This is an optimization exercise on Yosys and OpenROAD, whose aim is small area, a short achievable clock period and few clock cycles, not a production implementation.
The RTL was checked by simulation tests, not by an equivalence proof against the original design.
Power and IR drop assume default switching activity.

==> try-sierra: inputs <==
==> flow/design.v <==
module rspf_deframer #(
    parameter MAX_FRAME   = 132,
    parameter MAX_PAYLOAD = 128
) (
    input  wire       clk,
    input  wire       rst,
    input  wire       in_valid,
    input  wire [7:0] in_data,
    output wire       in_ready,
    output reg        ev_valid,
    input  wire       ev_ready,
    output reg  [2:0] ev_kind,
    output reg  [7:0] ev_data
);
    localparam [2:0] EV_ACK = 3'd1, EV_NACK = 3'd2, EV_INT = 3'd3,
                     EV_REJECT = 3'd4, EV_PKT_BYTE = 3'd5, EV_PKT_END = 3'd6;
    localparam [2:0] C_OK = 3'd0, C_BAD_RLE = 3'd1, C_RAW_DOLLAR = 3'd2,
                     C_OVERSIZE = 3'd3, C_BAD_CK_DIGIT = 3'd4, C_CK_MISMATCH = 3'd5;
    localparam QD = 8;    
    localparam QW = 3;    
    reg [7:0] wp;         
    reg [7:0] fs;         
    reg [7:0] rp;         
    reg [7:0] room;       
    reg [7:0] s0, s1;
    reg       s0v, s1v;
    reg       in_rdy;
    wire      stall;
    wire      pop = s0v && !stall;
    wire      acc = in_valid && in_rdy;
    assign in_ready = in_rdy;
    wire       ld_s0 = pop || !s0v;
    wire [7:0] nb    = s1v ? s1 : in_data;
    wire [6:0] nb_k  = nb[6:0] - 7'd29;       
    reg  [7:0] avail29;                       
    reg       b_dollar, b_hash, b_star, b_brace, b_int, b_sig, b_plus, b_minus;
    reg       b_norm, b_rle, hex_ok;
    reg [3:0] hex_val;
    reg [6:0] b_k;
    reg       run_over;      
    always @(posedge clk) begin
        if (ld_s0) begin
            s0       <= nb;
            b_dollar <= (nb == 8'h24);
            b_hash   <= (nb == 8'h23);
            b_star   <= (nb == 8'h2A);
            b_brace  <= (nb == 8'h7D);
            b_int    <= (nb == 8'h03);
            b_plus   <= (nb == 8'h2B);
            b_minus  <= (nb == 8'h2D);
            b_sig    <= (nb == 8'h2B) || (nb == 8'h2D) || (nb == 8'h03);
            b_norm   <= !(nb == 8'h24 || nb == 8'h23 || nb == 8'h2A || nb == 8'h7D || nb == 8'h03);
            b_rle    <= (nb >= 8'h20 && nb <= 8'h7E);
            hex_ok   <= (nb >= 8'h30 && nb <= 8'h39) || (nb >= 8'h41 && nb <= 8'h46) ||
                        (nb >= 8'h61 && nb <= 8'h66);
            hex_val  <= nb[6] ? nb[3:0] + 4'd9 : nb[3:0];
            b_k      <= nb_k;
            run_over <= ({1'b0, nb_k} > room);
        end
    end
    always @(posedge clk) begin
        if (rst) begin
            s0v    <= 1'b0;
            s1v    <= 1'b0;
            in_rdy <= 1'b0;
        end else begin
            if (ld_s0)
                s0v <= s1v || acc;
            if (ld_s0)
                s1v <= 1'b0;
            else if (acc)
                s1v <= 1'b1;
            in_rdy <= ld_s0 || !(s1v || acc);
        end
    end
    always @(posedge clk)
        if (!ld_s0 && acc)
            s1 <= in_data;
    wire [7:0] b = s0;
    reg [7:0] payload [0:MAX_PAYLOAD-1];
    reg [6:0] w_lo;       
    reg [6:0] w_hi;
    reg       w_wrap;
    reg       w_en;
    reg [8:0]   q [0:QD-1];    
    reg [QW:0]  qwp, qrp;
    wire        q_full  = (qwp[QW] != qrp[QW]) && (qwp[QW-1:0] == qrp[QW-1:0]);
    wire        q_empty = (qwp == qrp);
    reg       st_hunt, st_body, st_esc, st_rle, st_ck1, st_ck2;
    reg [7:0] rx_sum;
    reg       rx_last_ok;
    reg [7:0] rx_last;
    reg [2:0] rx_bad;
    reg [7:0] rx_wire;
    reg       rx_wire_max;   
    reg       rx_hi_ok;      
    reg       room_zero;     
    wire good      = (rx_bad == C_OK);
    wire int_in    = !st_hunt && !st_esc && b_int;       
    wire counted   = st_esc || (!st_hunt && !b_int);
    wire summed    = st_esc || st_rle || (st_body && !b_hash && !b_int);
    wire frame_end = st_ck2 && !b_int;
    wire start     = st_hunt && b_dollar;
    wire lit      = st_esc || (st_body && b_norm);
    wire run      = st_rle && b_rle && rx_last_ok;
    wire st       = lit || run;
    wire st_over  = lit ? room_zero : run_over;
    wire full     = (wp[6:0] == rp[6:0]) && (wp[7] != rp[7]);
    wire run_nospace = ({1'b0, b[6:0]} > avail29);
    wire ck_bad   = !hex_ok || !(rx_hi_ok && hex_val == rx_sum[3:0]);
    wire bad_rle  = (st_body && b_star && !rx_last_ok) || (st_rle && !b_rle);
    wire bad_dol  = st_body && b_dollar;
    wire bad_dig  = (st_ck1 || st_ck2) && !hex_ok;
    wire bad_mis  = st_ck2 && ck_bad;
    wire bad_ovr  = rx_wire_max || (st && st_over);
    wire go_bad   = good && counted && (bad_rle || bad_dol || bad_dig || bad_mis || bad_ovr);
    reg [2:0] cause;
    always @* begin
        if (rx_wire_max)   cause = C_OVERSIZE;
        else if (bad_rle)  cause = C_BAD_RLE;
        else if (bad_dol)  cause = C_RAW_DOLLAR;
        else if (bad_dig)  cause = C_BAD_CK_DIGIT;
        else if (bad_mis)  cause = C_CK_MISMATCH;
        else               cause = C_OVERSIZE;
    end
    wire do_store = st && good && !rx_wire_max && !st_over;
    reg [2:0] end_bad;
    always @* begin
        if (!good)              end_bad = rx_bad;
        else if (rx_wire_max)   end_bad = C_OVERSIZE;
        else if (!hex_ok)       end_bad = C_BAD_CK_DIGIT;
        else if (ck_bad)        end_bad = C_CK_MISMATCH;
        else                    end_bad = C_OK;
    end
    wire push = st_ck2 || (st_hunt && b_sig) || int_in;
    reg [8:0] push_d;
    always @*
        if (st_ck2 && !b_int)
            push_d = (end_bad == C_OK) ? {1'b1, wp} : {1'b0, EV_REJECT, 2'd0, end_bad};
        else if (st_hunt && b_plus)
            push_d = {1'b0, EV_ACK, 5'd0};
        else if (st_hunt && b_minus)
            push_d = {1'b0, EV_NACK, 5'd0};
        else
            push_d = {1'b0, EV_INT, 5'd0};
    assign stall = (push && q_full) ||
                   (lit && full && !room_zero) || (run && run_nospace && !run_over);
    wire [6:0] k     = run ? b_k : 7'd1;
    wire [7:0] wp_st = wp + {1'b0, k};
    wire       adv   = pop && !int_in;
    always @(posedge clk) begin
        if (rst) begin
            st_hunt <= 1'b1;
            st_body <= 1'b0;
            st_esc  <= 1'b0;
            st_rle  <= 1'b0;
            st_ck1  <= 1'b0;
            st_ck2  <= 1'b0;
            wp      <= 8'd0;
        end else begin
            if (adv) begin
                st_hunt <= (st_hunt && !b_dollar) || st_ck2;
                st_body <= start || st_esc || st_rle || (st_body && !b_brace && !b_star && !b_hash);
                st_esc  <= st_body && b_brace;
                st_rle  <= st_body && b_star;
                st_ck1  <= st_body && b_hash;
                st_ck2  <= st_ck1;
            end
            if (pop && (do_store || go_bad))
                wp <= do_store ? wp_st : fs;
        end
    end
    always @(posedge clk) begin
        if (pop && start)
            fs <= wp;
        if (pop && (start || (counted && summed)))
            rx_sum <= start ? 8'd0 : rx_sum + b;
        if (pop && (start || st))
            rx_last_ok <= !start;
        if (pop && lit)
            rx_last <= st_esc ? (b ^ 8'h20) : b;
        if (pop && (start || go_bad))
            rx_bad <= start ? C_OK : cause;
        if (pop && (start || counted)) begin
            rx_wire     <= start ? 8'd1 : rx_wire + 1'b1;
            rx_wire_max <= !start && (rx_wire_max || rx_wire == MAX_FRAME - 1);
        end
        if (pop && st_ck1 && !b_int)
            rx_hi_ok <= hex_ok && (hex_val == rx_sum[7:4]);
        if (pop && (start || do_store)) begin
            room      <= start ? MAX_PAYLOAD : room - {1'b0, k};
            room_zero <= !start && (run ? (room == {1'b0, b_k}) : (room == 8'd1));
        end
    end
    always @(posedge clk) begin
        if (rst)
            w_en <= 1'b0;
        else
            w_en <= pop && do_store;
        w_lo   <= wp[6:0];
        w_hi   <= wp_st[6:0];
        w_wrap <= wp_st[7] != wp[7];
    end
    wire [3:0] glo = w_lo[6:3], ghi = w_hi[6:3];
    wire       same = (glo == ghi) && !w_wrap;    
    reg  [7:0] lo_ge, hi_lt;                       
    reg [15:0] g_in, g_first, g_last, g_only;
    integer    ii;
    always @* begin
        for (ii = 0; ii < 8; ii = ii + 1) begin
            lo_ge[ii] = (ii >= w_lo[2:0]);
            hi_lt[ii] = (ii < w_hi[2:0]);
        end
        for (ii = 0; ii < 16; ii = ii + 1) begin
            g_in[ii]    = w_en && (w_wrap ? (ii > glo || ii < ghi) : (ii > glo && ii < ghi));
            g_first[ii] = w_en && !same && (ii == glo);
            g_last[ii]  = w_en && !same && (ii == ghi);
            g_only[ii]  = w_en && same && (ii == glo);
        end
    end
    genvar gi;
    generate
        for (gi = 0; gi < MAX_PAYLOAD; gi = gi + 1) begin : g_pl
            always @(posedge clk)
                if (g_in[gi/8] || (g_first[gi/8] && lo_ge[gi%8]) || (g_last[gi/8] && hi_lt[gi%8]) ||
                    (g_only[gi/8] && lo_ge[gi%8] && hi_lt[gi%8]))
                    payload[gi] <= rx_last;
        end
    endgenerate
    always @(posedge clk)
        if (push && !q_full)
            q[qwp[QW-1:0]] <= push_d;
    reg         hv;
    reg  [8:0]  qh;
    wire        ld     = hv && (!ev_valid || ev_ready);
    wire        is_pkt = qh[8];
    wire        more   = is_pkt && (rp != qh[7:0]);
    wire        h_take = !hv || (ld && !more);
    reg [7:0]  rl;
    reg [15:0] rm;
    reg [7:0]  rd;
    reg [7:0]  grp;
    integer    gj, gg;
    always @* begin
        rd = 8'd0;
        for (gg = 0; gg < 16; gg = gg + 1) begin
            grp = 8'd0;
            for (gj = 0; gj < 8; gj = gj + 1)
                grp = grp | (payload[gg*8+gj] & {8{rl[gj]}});
            rd = rd | (grp & {8{rm[gg]}});
        end
    end
    always @(posedge clk) begin
        if (rst) begin
            qwp      <= {(QW+1){1'b0}};
            qrp      <= {(QW+1){1'b0}};
            hv       <= 1'b0;
            rp       <= 8'd0;
            rl       <= 8'd1;
            rm       <= 16'd1;
            ev_valid <= 1'b0;
        end else begin
            if (pop && push)
                qwp <= qwp + 1'b1;
            if (h_take) begin
                hv <= !q_empty;
                if (!q_empty)
                    qrp <= qrp + 1'b1;
            end
            if (ld) begin
                ev_valid <= 1'b1;
                if (more) begin
                    rp <= rp + 1'b1;
                    rl <= {rl[6:0], rl[7]};
                    if (rl[7])
                        rm <= {rm[14:0], rm[15]};
                end
            end else if (ev_ready) begin
                ev_valid <= 1'b0;
            end
        end
    end
    always @(posedge clk)
        if (h_take)
            qh <= q[qrp[QW-1:0]];
    always @(posedge clk)
        avail29 <= rp - wp + 8'd157;
    always @(posedge clk) begin
        if (ld) begin
            ev_kind <= more ? EV_PKT_BYTE : is_pkt ? EV_PKT_END : qh[7:5];
            ev_data <= more ? rd : is_pkt ? 8'd0 : {5'd0, qh[2:0]};
        end
    end
endmodule
==> flow/run.sh <==
#!/bin/bash
# synth_recipe.tcl (not shown) runs the flow's synth.tcl, then flattens the netlist and writes it again
# the make line also repeats each setting of config.mk as NAME=value (left out here)
make -C /OpenROAD-flow-scripts/flow DESIGN_CONFIG=/design/flow/config.mk WORK_HOME=/design/flow/orfs CLKGATE_MAP_FILE= SYNTH_SCRIPT=/design/flow/synth_recipe.tcl finish
==> flow/config.mk <==
export PLATFORM = sky130hd
export DESIGN_NAME = rspf_deframer
export DESIGN_NICKNAME = rspf_deframer
export VERILOG_FILES = /design/flow/design.v
export SDC_FILE = /design/flow/constraint.sdc
export NUM_CORES = 4
export LEC_CHECK = 0
export CAP_MARGIN = 20
export CORE_MARGIN = 2
export CORE_UTILIZATION = 40
export CTS_CLUSTER_DIAMETER = 80
export CTS_CLUSTER_SIZE = 22
export PLACE_DENSITY = 0.6
export SETUP_SLACK_MARGIN = 2.7
export SLEW_MARGIN = 20
export TNS_END_PERCENT = 100
==> flow/constraint.sdc <==
create_clock -name core_clock -period 5.5 [get_ports {clk}]
set_input_delay 1.1000 -clock core_clock [delete_from_list [all_inputs] [get_ports {clk}]]
set_output_delay 1.1000 -clock core_clock [all_outputs]
set_load 0.01 [all_outputs]
==> inputs of try-tundra, as changes to try-sierra <==
--- a/flow/design.v
+++ b/flow/design.v
@@ -19,9 +19,7 @@
     localparam QD = 8;    
     localparam QW = 3;    
     reg [7:0] wp;         
-    reg [7:0] fs;         
     reg [7:0] rp;         
-    reg [7:0] room;       
     reg [7:0] s0, s1;
     reg       s0v, s1v;
     reg       in_rdy;
@@ -31,15 +29,18 @@
     assign in_ready = in_rdy;
     wire       ld_s0 = pop || !s0v;
     wire [7:0] nb    = s1v ? s1 : in_data;
-    wire [6:0] nb_k  = nb[6:0] - 7'd29;       
-    reg  [7:0] avail29;                       
-    reg       b_dollar, b_hash, b_star, b_brace, b_int, b_sig, b_plus, b_minus;
+    reg       b_dollar, b_hash, b_star, b_brace, b_int, b_plus, b_minus;
     reg       b_norm, b_rle, hex_ok;
     reg [3:0] hex_val;
     reg [6:0] b_k;
     reg       run_over;      
-    always @(posedge clk) begin
+    reg       run_nospace;   
+    wire [7:0] room29;
+    wire [7:0] avail29 = 8'd157 - wp + rp;
+    always @(posedge clk) begin
+        run_nospace <= ld_s0 ? ({1'b0, nb[6:0]} > avail29) : ({1'b0, s0[6:0]} > avail29);
         if (ld_s0) begin
+            run_over <= ({1'b0, nb[6:0]} > room29);
             s0       <= nb;
             b_dollar <= (nb == 8'h24);
             b_hash   <= (nb == 8'h23);
@@ -48,14 +49,12 @@
             b_int    <= (nb == 8'h03);
             b_plus   <= (nb == 8'h2B);
             b_minus  <= (nb == 8'h2D);
-            b_sig    <= (nb == 8'h2B) || (nb == 8'h2D) || (nb == 8'h03);
             b_norm   <= !(nb == 8'h24 || nb == 8'h23 || nb == 8'h2A || nb == 8'h7D || nb == 8'h03);
             b_rle    <= (nb >= 8'h20 && nb <= 8'h7E);
             hex_ok   <= (nb >= 8'h30 && nb <= 8'h39) || (nb >= 8'h41 && nb <= 8'h46) ||
                         (nb >= 8'h61 && nb <= 8'h66);
             hex_val  <= nb[6] ? nb[3:0] + 4'd9 : nb[3:0];
-            b_k      <= nb_k;
-            run_over <= ({1'b0, nb_k} > room);
+            b_k      <= nb[6:0] - 7'd29;
         end
     end
     always @(posedge clk) begin
@@ -79,7 +78,6 @@
     wire [7:0] b = s0;
     reg [7:0] payload [0:MAX_PAYLOAD-1];
     reg [6:0] w_lo;       
-    reg [6:0] w_hi;
     reg       w_wrap;
     reg       w_en;
     reg [8:0]   q [0:QD-1];    
@@ -94,7 +92,9 @@
     reg [7:0] rx_wire;
     reg       rx_wire_max;   
     reg       rx_hi_ok;      
+    reg [7:0] room29_q;      
     reg       room_zero;     
+    assign room29 = room29_q;
     wire good      = (rx_bad == C_OK);
     wire int_in    = !st_hunt && !st_esc && b_int;       
     wire counted   = st_esc || (!st_hunt && !b_int);
@@ -106,47 +106,35 @@
     wire st       = lit || run;
     wire st_over  = lit ? room_zero : run_over;
     wire full     = (wp[6:0] == rp[6:0]) && (wp[7] != rp[7]);
-    wire run_nospace = ({1'b0, b[6:0]} > avail29);
-    wire ck_bad   = !hex_ok || !(rx_hi_ok && hex_val == rx_sum[3:0]);
-    wire bad_rle  = (st_body && b_star && !rx_last_ok) || (st_rle && !b_rle);
-    wire bad_dol  = st_body && b_dollar;
-    wire bad_dig  = (st_ck1 || st_ck2) && !hex_ok;
-    wire bad_mis  = st_ck2 && ck_bad;
-    wire bad_ovr  = rx_wire_max || (st && st_over);
-    wire go_bad   = good && counted && (bad_rle || bad_dol || bad_dig || bad_mis || bad_ovr);
+    wire no_space = lit ? full : run_nospace;
     reg [2:0] cause;
     always @* begin
-        if (rx_wire_max)   cause = C_OVERSIZE;
-        else if (bad_rle)  cause = C_BAD_RLE;
-        else if (bad_dol)  cause = C_RAW_DOLLAR;
-        else if (bad_dig)  cause = C_BAD_CK_DIGIT;
-        else if (bad_mis)  cause = C_CK_MISMATCH;
-        else               cause = C_OVERSIZE;
-    end
-    wire do_store = st && good && !rx_wire_max && !st_over;
-    reg [2:0] end_bad;
+        cause = C_OK;
+        if (rx_wire_max)                              cause = C_OVERSIZE;
+        else if (st_body && b_star && !rx_last_ok)    cause = C_BAD_RLE;
+        else if (st_body && b_dollar)                 cause = C_RAW_DOLLAR;
+        else if (st_rle && !b_rle)                    cause = C_BAD_RLE;
+        else if ((st_ck1 || st_ck2) && !hex_ok)       cause = C_BAD_CK_DIGIT;
+        else if (st_ck2 && !(rx_hi_ok && hex_val == rx_sum[3:0]))
+                                                      cause = C_CK_MISMATCH;
+        else if (st && st_over)                       cause = C_OVERSIZE;
+    end
+    wire       go_bad   = good && counted && (cause != C_OK);
+    wire       do_store = good && (cause == C_OK) && st;
+    wire [2:0] end_bad  = good ? cause : rx_bad;
+    wire push = (st_hunt && (b_plus || b_minus || b_int)) || int_in || frame_end;
+    reg [8:0] push_d;
     always @* begin
-        if (!good)              end_bad = rx_bad;
-        else if (rx_wire_max)   end_bad = C_OVERSIZE;
-        else if (!hex_ok)       end_bad = C_BAD_CK_DIGIT;
-        else if (ck_bad)        end_bad = C_CK_MISMATCH;
-        else                    end_bad = C_OK;
-    end
-    wire push = st_ck2 || (st_hunt && b_sig) || int_in;
-    reg [8:0] push_d;
-    always @*
-        if (st_ck2 && !b_int)
-            push_d = (end_bad == C_OK) ? {1'b1, wp} : {1'b0, EV_REJECT, 2'd0, end_bad};
-        else if (st_hunt && b_plus)
-            push_d = {1'b0, EV_ACK, 5'd0};
-        else if (st_hunt && b_minus)
-            push_d = {1'b0, EV_NACK, 5'd0};
-        else
-            push_d = {1'b0, EV_INT, 5'd0};
-    assign stall = (push && q_full) ||
-                   (lit && full && !room_zero) || (run && run_nospace && !run_over);
+        if (frame_end && end_bad == C_OK) push_d = {1'b1, wp};
+        else if (frame_end)               push_d = {1'b0, EV_REJECT, 2'd0, end_bad};
+        else if (b_plus)                  push_d = {1'b0, EV_ACK, 5'd0};
+        else if (b_minus)                 push_d = {1'b0, EV_NACK, 5'd0};
+        else                              push_d = {1'b0, EV_INT, 5'd0};
+    end
+    assign stall = (push && q_full) || (st && no_space && !st_over);
     wire [6:0] k     = run ? b_k : 7'd1;
     wire [7:0] wp_st = wp + {1'b0, k};
+    wire [7:0] wp_rb = wp + room29 + 8'd99;    
     wire       adv   = pop && !int_in;
     always @(posedge clk) begin
         if (rst) begin
@@ -167,12 +155,10 @@
                 st_ck2  <= st_ck1;
             end
             if (pop && (do_store || go_bad))
-                wp <= do_store ? wp_st : fs;
-        end
-    end
-    always @(posedge clk) begin
-        if (pop && start)
-            fs <= wp;
+                wp <= do_store ? wp_st : wp_rb;
+        end
+    end
+    always @(posedge clk) begin
         if (pop && (start || (counted && summed)))
             rx_sum <= start ? 8'd0 : rx_sum + b;
         if (pop && (start || st))
@@ -188,8 +174,8 @@
         if (pop && st_ck1 && !b_int)
             rx_hi_ok <= hex_ok && (hex_val == rx_sum[7:4]);
         if (pop && (start || do_store)) begin
-            room      <= start ? MAX_PAYLOAD : room - {1'b0, k};
-            room_zero <= !start && (run ? (room == {1'b0, b_k}) : (room == 8'd1));
+            room29_q  <= start ? 8'd157 : room29 - {1'b0, k};
+            room_zero <= !start && (room29 - {1'b0, k} == 8'd29);
         end
     end
     always @(posedge clk) begin
@@ -198,38 +184,19 @@
         else
             w_en <= pop && do_store;
         w_lo   <= wp[6:0];
-        w_hi   <= wp_st[6:0];
         w_wrap <= wp_st[7] != wp[7];
     end
-    wire [3:0] glo = w_lo[6:3], ghi = w_hi[6:3];
-    wire       same = (glo == ghi) && !w_wrap;    
-    reg  [7:0] lo_ge, hi_lt;                       
-    reg [15:0] g_in, g_first, g_last, g_only;
-    integer    ii;
-    always @* begin
-        for (ii = 0; ii < 8; ii = ii + 1) begin
-            lo_ge[ii] = (ii >= w_lo[2:0]);
-            hi_lt[ii] = (ii < w_hi[2:0]);
-        end
-        for (ii = 0; ii < 16; ii = ii + 1) begin
-            g_in[ii]    = w_en && (w_wrap ? (ii > glo || ii < ghi) : (ii > glo && ii < ghi));
-            g_first[ii] = w_en && !same && (ii == glo);
-            g_last[ii]  = w_en && !same && (ii == ghi);
-            g_only[ii]  = w_en && same && (ii == glo);
-        end
-    end
+    wire [6:0] w_hi = wp[6:0];
     genvar gi;
     generate
         for (gi = 0; gi < MAX_PAYLOAD; gi = gi + 1) begin : g_pl
+            wire ge_lo = (gi[6:4] > w_lo[6:4]) || (gi[6:4] == w_lo[6:4] && gi[3:0] >= w_lo[3:0]);
+            wire ge_hi = (gi[6:4] > w_hi[6:4]) || (gi[6:4] == w_hi[6:4] && gi[3:0] >= w_hi[3:0]);
             always @(posedge clk)
-                if (g_in[gi/8] || (g_first[gi/8] && lo_ge[gi%8]) || (g_last[gi/8] && hi_lt[gi%8]) ||
-                    (g_only[gi/8] && lo_ge[gi%8] && hi_lt[gi%8]))
+                if (w_en && ((ge_lo && !ge_hi) || (w_wrap && (ge_lo || !ge_hi))))
                     payload[gi] <= rx_last;
         end
     endgenerate
-    always @(posedge clk)
-        if (push && !q_full)
-            q[qwp[QW-1:0]] <= push_d;
     reg         hv;
     reg  [8:0]  qh;
     wire        ld     = hv && (!ev_valid || ev_ready);
@@ -249,6 +216,10 @@
                 grp = grp | (payload[gg*8+gj] & {8{rl[gj]}});
             rd = rd | (grp & {8{rm[gg]}});
         end
+    end
+    always @(posedge clk) begin
+        if (pop && push)
+            q[qwp[QW-1:0]] <= push_d;
     end
     always @(posedge clk) begin
         if (rst) begin
@@ -283,8 +254,6 @@
     always @(posedge clk)
         if (h_take)
             qh <= q[qrp[QW-1:0]];
-    always @(posedge clk)
-        avail29 <= rp - wp + 8'd157;
     always @(posedge clk) begin
         if (ld) begin
             ev_kind <= more ? EV_PKT_BYTE : is_pkt ? EV_PKT_END : qh[7:5];
CTS_CLUSTER_DIAMETER = not set   (was 80)
CTS_CLUSTER_SIZE = not set   (was 22)
SETUP_SLACK_MARGIN = 3.0   (was 2.7)
==> inputs of try-onyx, as changes to try-sierra <==
--- a/flow/design.v
+++ b/flow/design.v
@@ -79,7 +79,6 @@
     wire [7:0] b = s0;
     reg [7:0] payload [0:MAX_PAYLOAD-1];
     reg [6:0] w_lo;       
-    reg [6:0] w_hi;
     reg       w_wrap;
     reg       w_en;
     reg [8:0]   q [0:QD-1];    
@@ -198,32 +197,16 @@
         else
             w_en <= pop && do_store;
         w_lo   <= wp[6:0];
-        w_hi   <= wp_st[6:0];
         w_wrap <= wp_st[7] != wp[7];
     end
-    wire [3:0] glo = w_lo[6:3], ghi = w_hi[6:3];
-    wire       same = (glo == ghi) && !w_wrap;    
-    reg  [7:0] lo_ge, hi_lt;                       
-    reg [15:0] g_in, g_first, g_last, g_only;
-    integer    ii;
-    always @* begin
-        for (ii = 0; ii < 8; ii = ii + 1) begin
-            lo_ge[ii] = (ii >= w_lo[2:0]);
-            hi_lt[ii] = (ii < w_hi[2:0]);
-        end
-        for (ii = 0; ii < 16; ii = ii + 1) begin
-            g_in[ii]    = w_en && (w_wrap ? (ii > glo || ii < ghi) : (ii > glo && ii < ghi));
-            g_first[ii] = w_en && !same && (ii == glo);
-            g_last[ii]  = w_en && !same && (ii == ghi);
-            g_only[ii]  = w_en && same && (ii == glo);
-        end
-    end
+    wire [6:0] w_hi = wp[6:0];
     genvar gi;
     generate
         for (gi = 0; gi < MAX_PAYLOAD; gi = gi + 1) begin : g_pl
+            wire ge_lo = (gi[6:4] > w_lo[6:4]) || (gi[6:4] == w_lo[6:4] && gi[3:0] >= w_lo[3:0]);
+            wire ge_hi = (gi[6:4] > w_hi[6:4]) || (gi[6:4] == w_hi[6:4] && gi[3:0] >= w_hi[3:0]);
             always @(posedge clk)
-                if (g_in[gi/8] || (g_first[gi/8] && lo_ge[gi%8]) || (g_last[gi/8] && hi_lt[gi%8]) ||
-                    (g_only[gi/8] && lo_ge[gi%8] && hi_lt[gi%8]))
+                if (w_en && ((ge_lo && !ge_hi) || (w_wrap && (ge_lo || !ge_hi))))
                     payload[gi] <= rx_last;
         end
     endgenerate
==> inputs of try-quartz, as changes to try-sierra <==
--- a/flow/design.v
+++ b/flow/design.v
@@ -239,15 +239,15 @@
     reg [7:0]  rl;
     reg [15:0] rm;
     reg [7:0]  rd;
-    reg [7:0]  grp;
+    reg [7:0]  col;
     integer    gj, gg;
     always @* begin
         rd = 8'd0;
-        for (gg = 0; gg < 16; gg = gg + 1) begin
-            grp = 8'd0;
-            for (gj = 0; gj < 8; gj = gj + 1)
-                grp = grp | (payload[gg*8+gj] & {8{rl[gj]}});
-            rd = rd | (grp & {8{rm[gg]}});
+        for (gj = 0; gj < 8; gj = gj + 1) begin
+            col = 8'd0;
+            for (gg = 0; gg < 16; gg = gg + 1)
+                col = col | (payload[gg*8+gj] & {8{rm[gg]}});
+            rd = rd | (col & {8{rl[gj]}});
         end
     end
     always @(posedge clk) begin
==> comparison <==
try-onyx ran to the end with no violations. try-sierra went through all stages and came out clean. try-quartz completed with no timing, DRC or antenna violations. try-tundra went through all stages and came out clean.
Register-to-register slack, highest first: try-tundra, try-onyx, try-quartz, try-sierra.
Of try-tundra and try-quartz, try-tundra has the higher fmax (gap about 3%, measured against try-quartz).
Core utilization: try-tundra > try-sierra > try-quartz > try-onyx.
Hold slack: try-sierra < try-quartz < try-onyx < try-tundra.
Flip-flop and latch count: try-quartz is higher than try-tundra (23).
Sequential power is about the same in try-quartz and try-onyx.
Combinational power: try-tundra < try-quartz < try-sierra < try-onyx.
Die area, highest first: try-onyx, try-tundra, try-quartz, try-sierra.
Testbench counts of try-sierra, summed over its fixed seeds: cycles 10,100.
Testbench counts of try-tundra, summed over its fixed seeds: cycles 10,100.
Testbench counts of try-onyx, summed over its fixed seeds: cycles 10,100.
Testbench counts of try-quartz, summed over its fixed seeds: cycles 10,100.

[afterwards: timing with drivers on the ports]
No port has a modelled driver above. Below, the same layouts with a new extraction and two added sets of constraints.
Step 1 (the two cells are an assumption about what drives the block):
set clk [get_ports {clk}]
set_driving_cell -lib_cell sky130_fd_sc_hd__clkbuf_16 $clk
set_driving_cell -lib_cell sky130_fd_sc_hd__buf_2 [delete_from_list [all_inputs] $clk]
Step 2 also shifts input and output timing later by t, the mid clock arrival at the registers, as if the neighbouring blocks saw the same clock.
Three values: no drivers, after step 1, after step 2; two values: the first two.
| run | t (ns) | setup slack, ns | pins driven straight from the clock port |
|---|---|---|---|
| try-sierra | 0.730 | 2.592 / 2.592 / 2.086 | 1 |
| try-tundra | 0.818 | 2.702 / 2.702 / 2.361 | 1 |
| try-onyx | 0.741 | 2.658 / 2.658 / 2.123 | 1 |
| try-quartz | 0.742 | 2.615 / 2.615 / 2.135 | 1 |
After both steps every run listed still meets setup and hold. The setup slack of try-onyx, which loses most, moves by 0.000 ns with the drivers and by -0.535 ns with both steps.
